Context: an optimization exercise on an open-source flow, tuned for small area. The choices shown serve that exercise and are no tape-out recipe.
The RTL was checked by simulation tests, not by an equivalence proof against the original design.
No activity file was given, so power comes from the tool's default toggle rates.

--- flow/config.mk ---
export PLATFORM = sky130hd
export DESIGN_NAME = gfe
export DESIGN_NICKNAME = gfe
export VERILOG_FILES = /design/flow/design.v
export SDC_FILE = /design/flow/constraint.sdc
export NUM_CORES = 4
export LEC_CHECK = 0
export CAP_MARGIN = 20
export CORE_MARGIN = 2
export CORE_UTILIZATION = 40
export SLEW_MARGIN = 20
--- flow/constraint.sdc ---
create_clock -name core_clock -period 10.0 [get_ports {clk}]
set_input_delay 2.0000 -clock core_clock [delete_from_list [all_inputs] [get_ports {clk}]]
set_output_delay 2.0000 -clock core_clock [all_outputs]
set_load 0.01 [all_outputs]
--- flow/design.v ---
module gfe #(
    parameter RXMAX = 128
) (
    input  wire        clk,
    input  wire        rst,
    input  wire        cmd_valid,
    output wire        cmd_ready,
    input  wire [23:0] cmd_word,
    output reg         rsp_valid,
    input  wire        rsp_ready,
    output reg  [3:0]  rsp_rc,
    output reg  [15:0] rsp_val,
    output reg  [2:0]  rsp_nout,
    output reg  [39:0] rsp_out
);
    localparam RXDMAX = RXMAX - 6;
    localparam LW     = $clog2(RXMAX + 1);   
    localparam IW     = $clog2(RXMAX);       
    localparam [3:0] RC_OK = 4'd0, RC_ILLEGAL = 4'd1, RC_SEQ = 4'd2,
                     RC_RANGE = 4'd3, RC_OVF = 4'd4, RC_TRAIL = 4'd5;
    localparam [7:0] OP_NOP     = 8'h00, OP_GET     = 8'h01,
                     OP_CRC_CLR = 8'h10, OP_CRC_PUT = 8'h11,
                     OP_ESC_PUT = 8'h20, OP_UNE_CLR = 8'h21,
                     OP_UNE_PUT = 8'h22, OP_UNE_END = 8'h23,
                     OP_TX_START = 8'h30, OP_TX_PUT = 8'h31,
                     OP_TX_END  = 8'h32, OP_TX_CLR  = 8'h33,
                     OP_RX_CLR  = 8'h40, OP_RX_PUT  = 8'h41,
                     OP_RX_END  = 8'h42, OP_RX_LD   = 8'h43;
    localparam [2:0] ST_FILL = 3'd0, ST_FRAME = 3'd1, ST_ACKD = 3'd2,
                     ST_EMPTY = 3'd3, ST_SHORT = 3'd4, ST_TYPE = 3'd5,
                     ST_CSUM = 3'd6, ST_OVFL = 3'd7;
    function [15:0] crc_byte;
        input [15:0] r;
        input [7:0]  d;
        integer k;
        reg   [15:0] t;
        begin
            t = r;
            for (k = 7; k >= 0; k = k - 1) begin
                if (t[15])
                    t = {t[14:0], d[k]} ^ 16'h1021;
                else
                    t = {t[14:0], d[k]};
            end
            crc_byte = t;
        end
    endfunction
    function in_escset;
        input [7:0] b;
        begin
            in_escset = (b == 8'h0D) || (b == 8'h06) || (b == 8'h1B) ||
                        (b == 8'h80) || (b == 8'h40);
        end
    endfunction
    function [15:0] esc_bytes;
        input [7:0] b;
        begin
            if (in_escset(b))
                esc_bytes = {~b, 8'h1B};
            else
                esc_bytes = {8'h00, b};
        end
    endfunction
    function [1:0] esc_len;
        input [7:0] b;
        begin
            esc_len = in_escset(b) ? 2'd2 : 2'd1;
        end
    endfunction
    reg [15:0]   crc;
    reg          unepend;
    reg          txph;
    reg [1:0]    txcnt;
    reg [15:0]   txcrc;
    reg [LW-1:0] rxlen;
    reg          rxovf;
    reg [2:0]    rxstat;
    reg [7:0]    rxtype;
    reg [7:0]    rxaddr;
    reg [7:0]    rxcmd;
    reg [LW-1:0] rxdlen;
    reg [7:0]    rxbuf  [0:RXMAX-1];
    reg [7:0]    rxdata [0:RXDMAX-1];
    reg          busy;
    reg [LW-1:0] dec_idx;     
    reg          dec_pend;    
    reg [LW-1:0] dec_mlen;    
    reg [15:0]   dec_crc;     
    reg [7:0]    dec_a;
    reg [7:0]    dec_c;
    assign cmd_ready = !busy && !rsp_valid;
    wire        accept = cmd_valid && cmd_ready;
    wire [7:0]  opc    = cmd_word[23:16];
    wire [15:0] arg    = cmd_word[15:0];
    wire [7:0]  b      = arg[7:0];
    reg legal;
    always @(*) begin
        case (opc)
            OP_NOP, OP_CRC_CLR, OP_UNE_CLR, OP_UNE_END,
            OP_TX_END, OP_TX_CLR, OP_RX_CLR, OP_RX_END:
                legal = (arg == 16'd0);
            OP_CRC_PUT, OP_ESC_PUT, OP_UNE_PUT, OP_TX_PUT, OP_RX_PUT:
                legal = (arg[15:8] == 8'd0);
            OP_GET:
                legal = (arg <= 16'd10);
            OP_TX_START:
                legal = (arg[15:8] == 8'd0) &&
                        (b == 8'h80 || b == 8'h40 || b == 8'h06);
            OP_RX_LD:
                legal = 1'b1;
            default:
                legal = 1'b0;
        endcase
    end
    reg [15:0] sr_val;
    always @(*) begin
        case (arg[3:0])
            4'd0:    sr_val = crc;
            4'd1:    sr_val = {15'd0, unepend};
            4'd2:    sr_val = {13'd0, txcnt, txph};
            4'd3:    sr_val = txcrc;
            4'd4:    sr_val = {{(16-LW){1'b0}}, rxlen};
            4'd5:    sr_val = {15'd0, rxovf};
            4'd6:    sr_val = {13'd0, rxstat};
            4'd7:    sr_val = {8'd0, rxtype};
            4'd8:    sr_val = {8'd0, rxaddr};
            4'd9:    sr_val = {8'd0, rxcmd};
            4'd10:   sr_val = {{(16-LW){1'b0}}, rxdlen};
            default: sr_val = 16'd0;
        endcase
    end
    wire [15:0] txcrc_end = crc_byte(crc_byte(txcrc, 8'h00), 8'h00);
    wire [15:0] esc_hi    = esc_bytes(txcrc_end[15:8]);
    wire [15:0] esc_lo    = esc_bytes(txcrc_end[7:0]);
    wire [1:0]  len_hi    = esc_len(txcrc_end[15:8]);
    wire [1:0]  len_lo    = esc_len(txcrc_end[7:0]);
    reg  [39:0] txend_out;
    always @(*) begin
        case ({len_hi, len_lo})
            4'b0101: txend_out = {16'd0, 8'h0D, esc_lo[7:0], esc_hi[7:0]};
            4'b0110: txend_out = {8'd0, 8'h0D, esc_lo, esc_hi[7:0]};
            4'b1001: txend_out = {8'd0, 8'h0D, esc_lo[7:0], esc_hi};
            default: txend_out = {8'h0D, esc_lo, esc_hi};
        endcase
    end
    wire [7:0]  dec_raw    = rxbuf[dec_idx[IW-1:0]];
    wire        dec_inner  = (dec_idx + 1'b1) < rxlen;   
    wire        dec_emit   = dec_pend || (dec_raw != 8'h1B);
    wire [7:0]  dec_byte   = dec_pend ? ~dec_raw : dec_raw;
    wire [7:0]  raw_first  = rxbuf[0];
    wire [7:0]  raw_last   = rxbuf[rxlen[IW-1:0] - 1'b1];
    wire [LW-1:0] dec_didx = dec_mlen - 2'd2;               
    always @(posedge clk) begin
        if (rst) begin
            crc       <= 16'd0;
            unepend   <= 1'b0;
            txph      <= 1'b0;
            txcnt     <= 2'd0;
            txcrc     <= 16'd0;
            rxlen     <= {LW{1'b0}};
            rxovf     <= 1'b0;
            rxstat    <= ST_FILL;
            rxtype    <= 8'd0;
            rxaddr    <= 8'd0;
            rxcmd     <= 8'd0;
            rxdlen    <= {LW{1'b0}};
            busy      <= 1'b0;
            dec_idx   <= {LW{1'b0}};
            dec_pend  <= 1'b0;
            dec_mlen  <= {LW{1'b0}};
            dec_crc   <= 16'd0;
            dec_a     <= 8'd0;
            dec_c     <= 8'd0;
            rsp_valid <= 1'b0;
            rsp_rc    <= RC_OK;
            rsp_val   <= 16'd0;
            rsp_nout  <= 3'd0;
            rsp_out   <= 40'd0;
        end else begin
            if (rsp_valid && rsp_ready)
                rsp_valid <= 1'b0;
            if (accept) begin
                rsp_valid <= 1'b1;
                rsp_rc    <= RC_OK;
                rsp_val   <= 16'd0;
                rsp_nout  <= 3'd0;
                rsp_out   <= 40'd0;
                if (!legal) begin
                    rsp_rc <= RC_ILLEGAL;
                end else begin
                    case (opc)
                        OP_NOP: ;
                        OP_GET:
                            rsp_val <= sr_val;
                        OP_CRC_CLR:
                            crc <= 16'd0;
                        OP_CRC_PUT:
                            crc <= crc_byte(crc, b);
                        OP_ESC_PUT: begin
                            rsp_nout <= {1'b0, esc_len(b)};
                            rsp_out  <= {24'd0, esc_bytes(b)};
                        end
                        OP_UNE_CLR:
                            unepend <= 1'b0;
                        OP_UNE_PUT: begin
                            if (unepend) begin
                                unepend  <= 1'b0;
                                rsp_nout <= 3'd1;
                                rsp_out  <= {32'd0, ~b};
                            end else if (b == 8'h1B) begin
                                unepend  <= 1'b1;
                            end else begin
                                rsp_nout <= 3'd1;
                                rsp_out  <= {32'd0, b};
                            end
                        end
                        OP_UNE_END: begin
                            unepend <= 1'b0;
                            if (unepend)
                                rsp_rc <= RC_TRAIL;
                        end
                        OP_TX_START: begin
                            if (txph) begin
                                rsp_rc <= RC_SEQ;
                            end else begin
                                txcnt    <= 2'd0;
                                txcrc    <= 16'd0;
                                txph     <= (b != 8'h06);
                                rsp_nout <= 3'd1;
                                rsp_out  <= {32'd0, b};
                            end
                        end
                        OP_TX_PUT: begin
                            if (!txph) begin
                                rsp_rc <= RC_SEQ;
                            end else begin
                                txcrc    <= crc_byte(txcrc, b);
                                if (txcnt != 2'd2)
                                    txcnt <= txcnt + 2'd1;
                                rsp_nout <= {1'b0, esc_len(b)};
                                rsp_out  <= {24'd0, esc_bytes(b)};
                            end
                        end
                        OP_TX_END: begin
                            if (!txph || txcnt != 2'd2) begin
                                rsp_rc <= RC_SEQ;
                            end else begin
                                txcrc    <= txcrc_end;
                                txph     <= 1'b0;
                                txcnt    <= 2'd0;
                                rsp_nout <= {1'b0, len_hi} + {1'b0, len_lo} + 3'd1;
                                rsp_out  <= txend_out;
                            end
                        end
                        OP_TX_CLR: begin
                            txph  <= 1'b0;
                            txcnt <= 2'd0;
                            txcrc <= 16'd0;
                        end
                        OP_RX_CLR: begin
                            rxlen  <= {LW{1'b0}};
                            rxovf  <= 1'b0;
                            rxstat <= ST_FILL;
                            rxtype <= 8'd0;
                            rxaddr <= 8'd0;
                            rxcmd  <= 8'd0;
                            rxdlen <= {LW{1'b0}};
                        end
                        OP_RX_PUT: begin
                            if (rxstat != ST_FILL) begin
                                rsp_rc <= RC_SEQ;
                            end else if (rxlen == RXMAX) begin
                                rxovf  <= 1'b1;
                                rsp_rc <= RC_OVF;
                            end else begin
                                rxbuf[rxlen[IW-1:0]] <= b;
                                rxlen <= rxlen + 1'b1;
                            end
                        end
                        OP_RX_END: begin
                            if (rxstat != ST_FILL) begin
                                rsp_rc <= RC_SEQ;
                            end else if (rxovf) begin
                                rxtype  <= raw_first;
                                rxstat  <= ST_OVFL;
                                rsp_val <= {13'd0, ST_OVFL};
                            end else if (rxlen == 0) begin
                                rxtype  <= 8'd0;
                                rxstat  <= ST_EMPTY;
                                rsp_val <= {13'd0, ST_EMPTY};
                            end else begin
                                rsp_valid <= 1'b0;
                                busy      <= 1'b1;
                                dec_idx   <= {{(LW-1){1'b0}}, 1'b1};
                                dec_pend  <= 1'b0;
                                dec_mlen  <= {LW{1'b0}};
                                dec_crc   <= 16'd0;
                                dec_a     <= 8'd0;
                                dec_c     <= 8'd0;
                            end
                        end
                        OP_RX_LD: begin
                            if (rxstat != ST_FRAME)
                                rsp_rc <= RC_SEQ;
                            else if (arg >= {{(16-LW){1'b0}}, rxdlen})
                                rsp_rc <= RC_RANGE;
                            else
                                rsp_val <= {8'd0, rxdata[arg[IW-1:0]]};
                        end
                        default: ;
                    endcase
                end
            end
            if (busy) begin
                if (dec_inner) begin
                    dec_idx <= dec_idx + 1'b1;
                    if (dec_emit) begin
                        dec_pend <= 1'b0;
                        dec_crc  <= crc_byte(dec_crc, dec_byte);
                        dec_mlen <= dec_mlen + 1'b1;
                        if (dec_mlen == 0)
                            dec_a <= dec_byte;
                        if (dec_mlen == 1)
                            dec_c <= dec_byte;
                        if (dec_mlen >= 2 && dec_didx < RXDMAX)
                            rxdata[dec_didx[IW-1:0]] <= dec_byte;
                    end else begin
                        dec_pend <= 1'b1;
                    end
                end else begin
                    busy      <= 1'b0;
                    rsp_valid <= 1'b1;
                    rsp_rc    <= RC_OK;
                    rsp_nout  <= 3'd0;
                    rsp_out   <= 40'd0;
                    rxtype    <= raw_first;
                    rxaddr    <= 8'd0;
                    rxcmd     <= 8'd0;
                    rxdlen    <= {LW{1'b0}};
                    if (dec_pend) begin
                        rxstat  <= ST_SHORT;
                        rsp_val <= {13'd0, ST_SHORT};
                    end else if (raw_first == 8'h06) begin
                        rxstat  <= ST_ACKD;
                        rsp_val <= {13'd0, ST_ACKD};
                    end else if (raw_first != 8'h00 && raw_first != 8'h80 &&
                                 raw_first != 8'h40) begin
                        rxstat  <= ST_TYPE;
                        rsp_val <= {13'd0, ST_TYPE};
                    end else if (dec_mlen < 4) begin
                        rxstat  <= ST_SHORT;
                        rsp_val <= {13'd0, ST_SHORT};
                    end else if (dec_crc != 16'd0) begin
                        rxstat  <= ST_CSUM;
                        rsp_val <= {13'd0, ST_CSUM};
                    end else if (raw_last != 8'h0D) begin
                        rxstat  <= ST_SHORT;
                        rsp_val <= {13'd0, ST_SHORT};
                    end else begin
                        rxstat  <= ST_FRAME;
                        rsp_val <= {13'd0, ST_FRAME};
                        rxaddr  <= dec_a;
                        rxcmd   <= dec_c;
                        rxdlen  <= dec_mlen - 3'd4;
                    end
                end
            end
        end
    end
endmodule
--- flow/run.sh ---
#!/bin/bash
# synth_recipe.tcl (not shown) runs the flow's synth.tcl, then flattens the netlist and writes it again
# the make line also repeats each setting of config.mk as NAME=value (left out here)
make -C /OpenROAD-flow-scripts/flow DESIGN_CONFIG=/design/flow/config.mk WORK_HOME=/design/flow/orfs CLKGATE_MAP_FILE= SYNTH_SCRIPT=/design/flow/synth_recipe.tcl finish
==> notes.md <==
cell type report:
class,count,share of cell area [%]
Sequential cell,2194,61.3
Multi-Input combinational cell,2952,26.3
Clock buffer,262,5.36
Tap cell,3026,3.63
Timing Repair Buffer,203,1.79
Clock inverter,136,1.48
Inverter,45,0.169
Antenna cell,5,0.0120
how the worst max path moves through the flow:
stage                 start              to
5_1_grt          dec_idx[1]  rxdata[102][4]
4_1_cts          dec_idx[1]   rxdata[62][3]
3_5_place_dp   cmd_word[22]    rxbuf[12][1]
6_report         dec_idx[0]  rxdata[102][4]
3_3_place_gp   cmd_word[22]   rxbuf[108][4]
2_1_floorplan    dec_idx[0]    rxdata[0][5]
layout by cell type (no fill, tap or decap), types with 38 or more instances in the layout:
cell,instances
a21oi_1,177
xnor2_1,75
dfxtp_1,189
nor2_1,482
buf_4,101
a22oi_1,77
xor2_1,46
clkbuf_1,43
a31oi_1,46
clkdlybuf4s50_1,83
mux2i_1,192
edfxtp_1,2000
clkbuf_16,215
mux4_2,521
o21ai_0,105
nor3_1,98
nand4b_1,47
nand2_1,236
o22ai_1,64
nor4_1,77
nor4b_1,38
clkinv_2,38
nand3_1,69
layer usage:
metal	track usage, %	vias up	share of wire [%]
li1	-	22600	-
met3	4.49	541	8.7
met4	8.61	6	4.0
met2	36.3	2992	47
met1	31.3	28500	40
met5	0	-	0.013
cells in the mapped netlist, types with 78 or more instances:
library cell / count
xnor2_1: 83
nand2_1: 241
nor3_1: 99
mux2i_1: 192
edfxtp_1: 2000
nor2_1: 486
nor4_1: 78
a21oi_1: 179
mux4_2: 521
clkbuf_1: 172
o21ai_0: 105
dfxtp_1: 194
sequential cells by signal, indices dropped and copies added (netlist names), 16 cells and up:
name,count
rxbuf,1024
txcrc,16
rsp_val,16
dec_crc,16
crc,16
rsp_out,40
rxdata,976
stage by stage:
stage	instances	setup slack, ns	hold WS [ns]	util, %
floorplan	5526	3.35	0.425	-
global placement	8418	2.73	0.437	42.1
detailed placement	8420	2.71	0.441	42.2
CTS	8818	3.10	0.456	45.3
global route	8818	2.92	0.469	45.3
finish	8823	3.03	0.454	45.3
where the power goes:
group / switching [mW] / leakage (nW) / total (mW) / internal, mW
registers: 0.000436 / 19.5 / 9.92 / 9.92
clock network: 3.55 / 3.44 / 8.22 / 4.67
logic: 0.321 / 8.57 / 0.497 / 0.177
cells by family after synthesis:
family	count (synthesis)	share of synthesized area, %
adders and majority gates	31	0.417
AOI/OAI and AO/OA	709	5.09
buffers and inverters	380	1.89
muxes	747	15.1
DFF	2194	68.8
and+or+nand+nor	1328	7.30
xor gates and xnor gates	137	1.40
worst min-delay path: stages (launching register included):
cell and delay [ns]:
dfxtp_1 0.31, nand2_1 0.05, a21oi_1 0.05
==> impl_metrics.yaml <==
timing:
  slew_viol_final: 0
  tightest_slew_ns: 1.17
  slew_headroom_pct: 21.8
  post-route-min-period_ns: 6.97
  fin_crit_sh_pct: 69.7
  setup_viol: 0
  hold_viol: 0
  fmax_mhz: 143
  clock_skew_ns: 0.0396
  rsz0062_at_grt: "no"
  setup_tns_ns: 0
worst_setup_path:
  cp-end-kind: "flip-flop"
  r2r-start: "dec_idx[0]"
  crit_type: "flip-flop to flip-flop"
  cp_slowest_cell: "nor2_1"
  crit_chain: "buf_12, mux2_2, o22ai_1, o21ai_0, a31oi_1, nor4_1, o32ai_1, nand2b_1, o31a_4, nand4_2, nor2_1"
  worst_r2r_endpoint: "rxdata[102][4]"
  cp_max_fo: 123
  max_stage_delay_ns: 1.17
  crit_buf_inv: 1
  startpoint_type: "flip-flop"
  cp.depth: 11
  critPathArrivalTime_ns: 7.44
  worstPathRequired_ns: 10.46
  reg2reg_slack_ns: 3.03
  ff2ff_path_depth: 11
  cp_top_family: "simple AND/OR/NAND/NOR gates"
clocking:
  clk_pin_slew_ns: 0.06
  clock-root-buffer: "clkbuf_16"
  postCtsHoldBufs: 0
  cts_buffer_depth: 3
  h-tree-depth: 4
  insertion_delay_ns: 0.86
  cts_tree: "built"
  cts_made_buffers: 210
  clock_sinks: 2194
  cts-resized-gates: 0
  post_cts_buffers: 0
global_route:
  grt-ovfl-total: 0
  grt_pass1_vias: 54500
  grt_antenna_before_repair: 10
  grt_pass1_wl_microns: 395000
  track_usage_pct: 22.9
  grt_max_degree: 144
yosys:
  synth_edf_count: 2000
  ys_ff_latch: 2194
  ys.flop_type: "edfxtp_1"
  yosys_warnings: 1
  yosysSeqAreaShare_pct: 68.8
  synth_top_area_cell: "edfxtp_1"
  netlist_area_sq_um: 93000
  synthArstFlopShare_pct: 0
  synth_nets: 5585
  synthTopCellsByArea: "edfxtp_1, mux4_2, dfxtp_1"
  syn_inst: 5526
  syn_area_per_cell_sq_um: 16.8
  synth.distinct_cells: 94
  netlist.area_leader.share_pct: 64.6
route:
  drtAntennaViolNets: 0
  wl_per_cell_microns: 31.1
  dr_total_vias: 54600
  drt-pass1-iter-count: 5
  via_per_inst: 6.19
  routed_wl_microns: 274000
  drc: 0
  drt_iter0_drc: 7249
finish:
  syn_to_final_growth_pct: 12.3
  fillers: 19600
  nets: 5665
  drive_above_1_share_pct: 18.2
  multi_input_area_sq_um: 27500
  post-route-cell-area_sq_um: 104000
  seqCellArea_sq_um: 64000
job:
  drv_cap: 0
floorplan:
  die_w_microns: 486
  rows: 176
  io_pins: 93
  start_util_pct: 40.3
  die-area_sq_um: 236000
  core-area_sq_um: 231000
  die_h_microns: 486
placement:
  hpwl_microns: 175000
  port_buffers: 92
  place_area_sq_um: 97200
  gp_congestion: 0.941
power_and_ir_drop:
  power_density_nw_per_um2: 179
  power_mw: 18.6
  p_leak_nw: 31.5
  irDropWorstVdd_v: 0.000160
status:
  status: "finished clean"
worst_hold_path:
  hp-start: "rsp_nout[0]"
  hold_end: "rsp_nout[0]"
  min_path_cells: 2
  hp-class: "flip-flop to flip-flop"

-- separate check: timing with driven ports --
The results above use ideal ports. As a check the final layout listed here was re-extracted and re-timed, cells and wires unchanged. Step 1 (the two cells are an assumption about what drives the block):
set clk [get_ports {clk}]
set_driving_cell -lib_cell sky130_fd_sc_hd__clkbuf_16 $clk
set_driving_cell -lib_cell sky130_fd_sc_hd__buf_2 [delete_from_list [all_inputs] $clk]
Step 2, shift: input delay + t, output delay - t, t = (earliest + latest rising clock arrival at the registers) / 2. This alone moves slack from input paths to output paths. a / b / c = ideal ports / drivers / drivers and shift; a / b = the first two.
t, ns: 0.931
slack for setup (ns): 3.025 / 3.025 / 2.609
worst setup path at the end: input to register
After both steps this run still meets setup and hold. For this run, drivers alone change the setup slack by 0.000 ns; drivers and shift together by -0.416 ns.
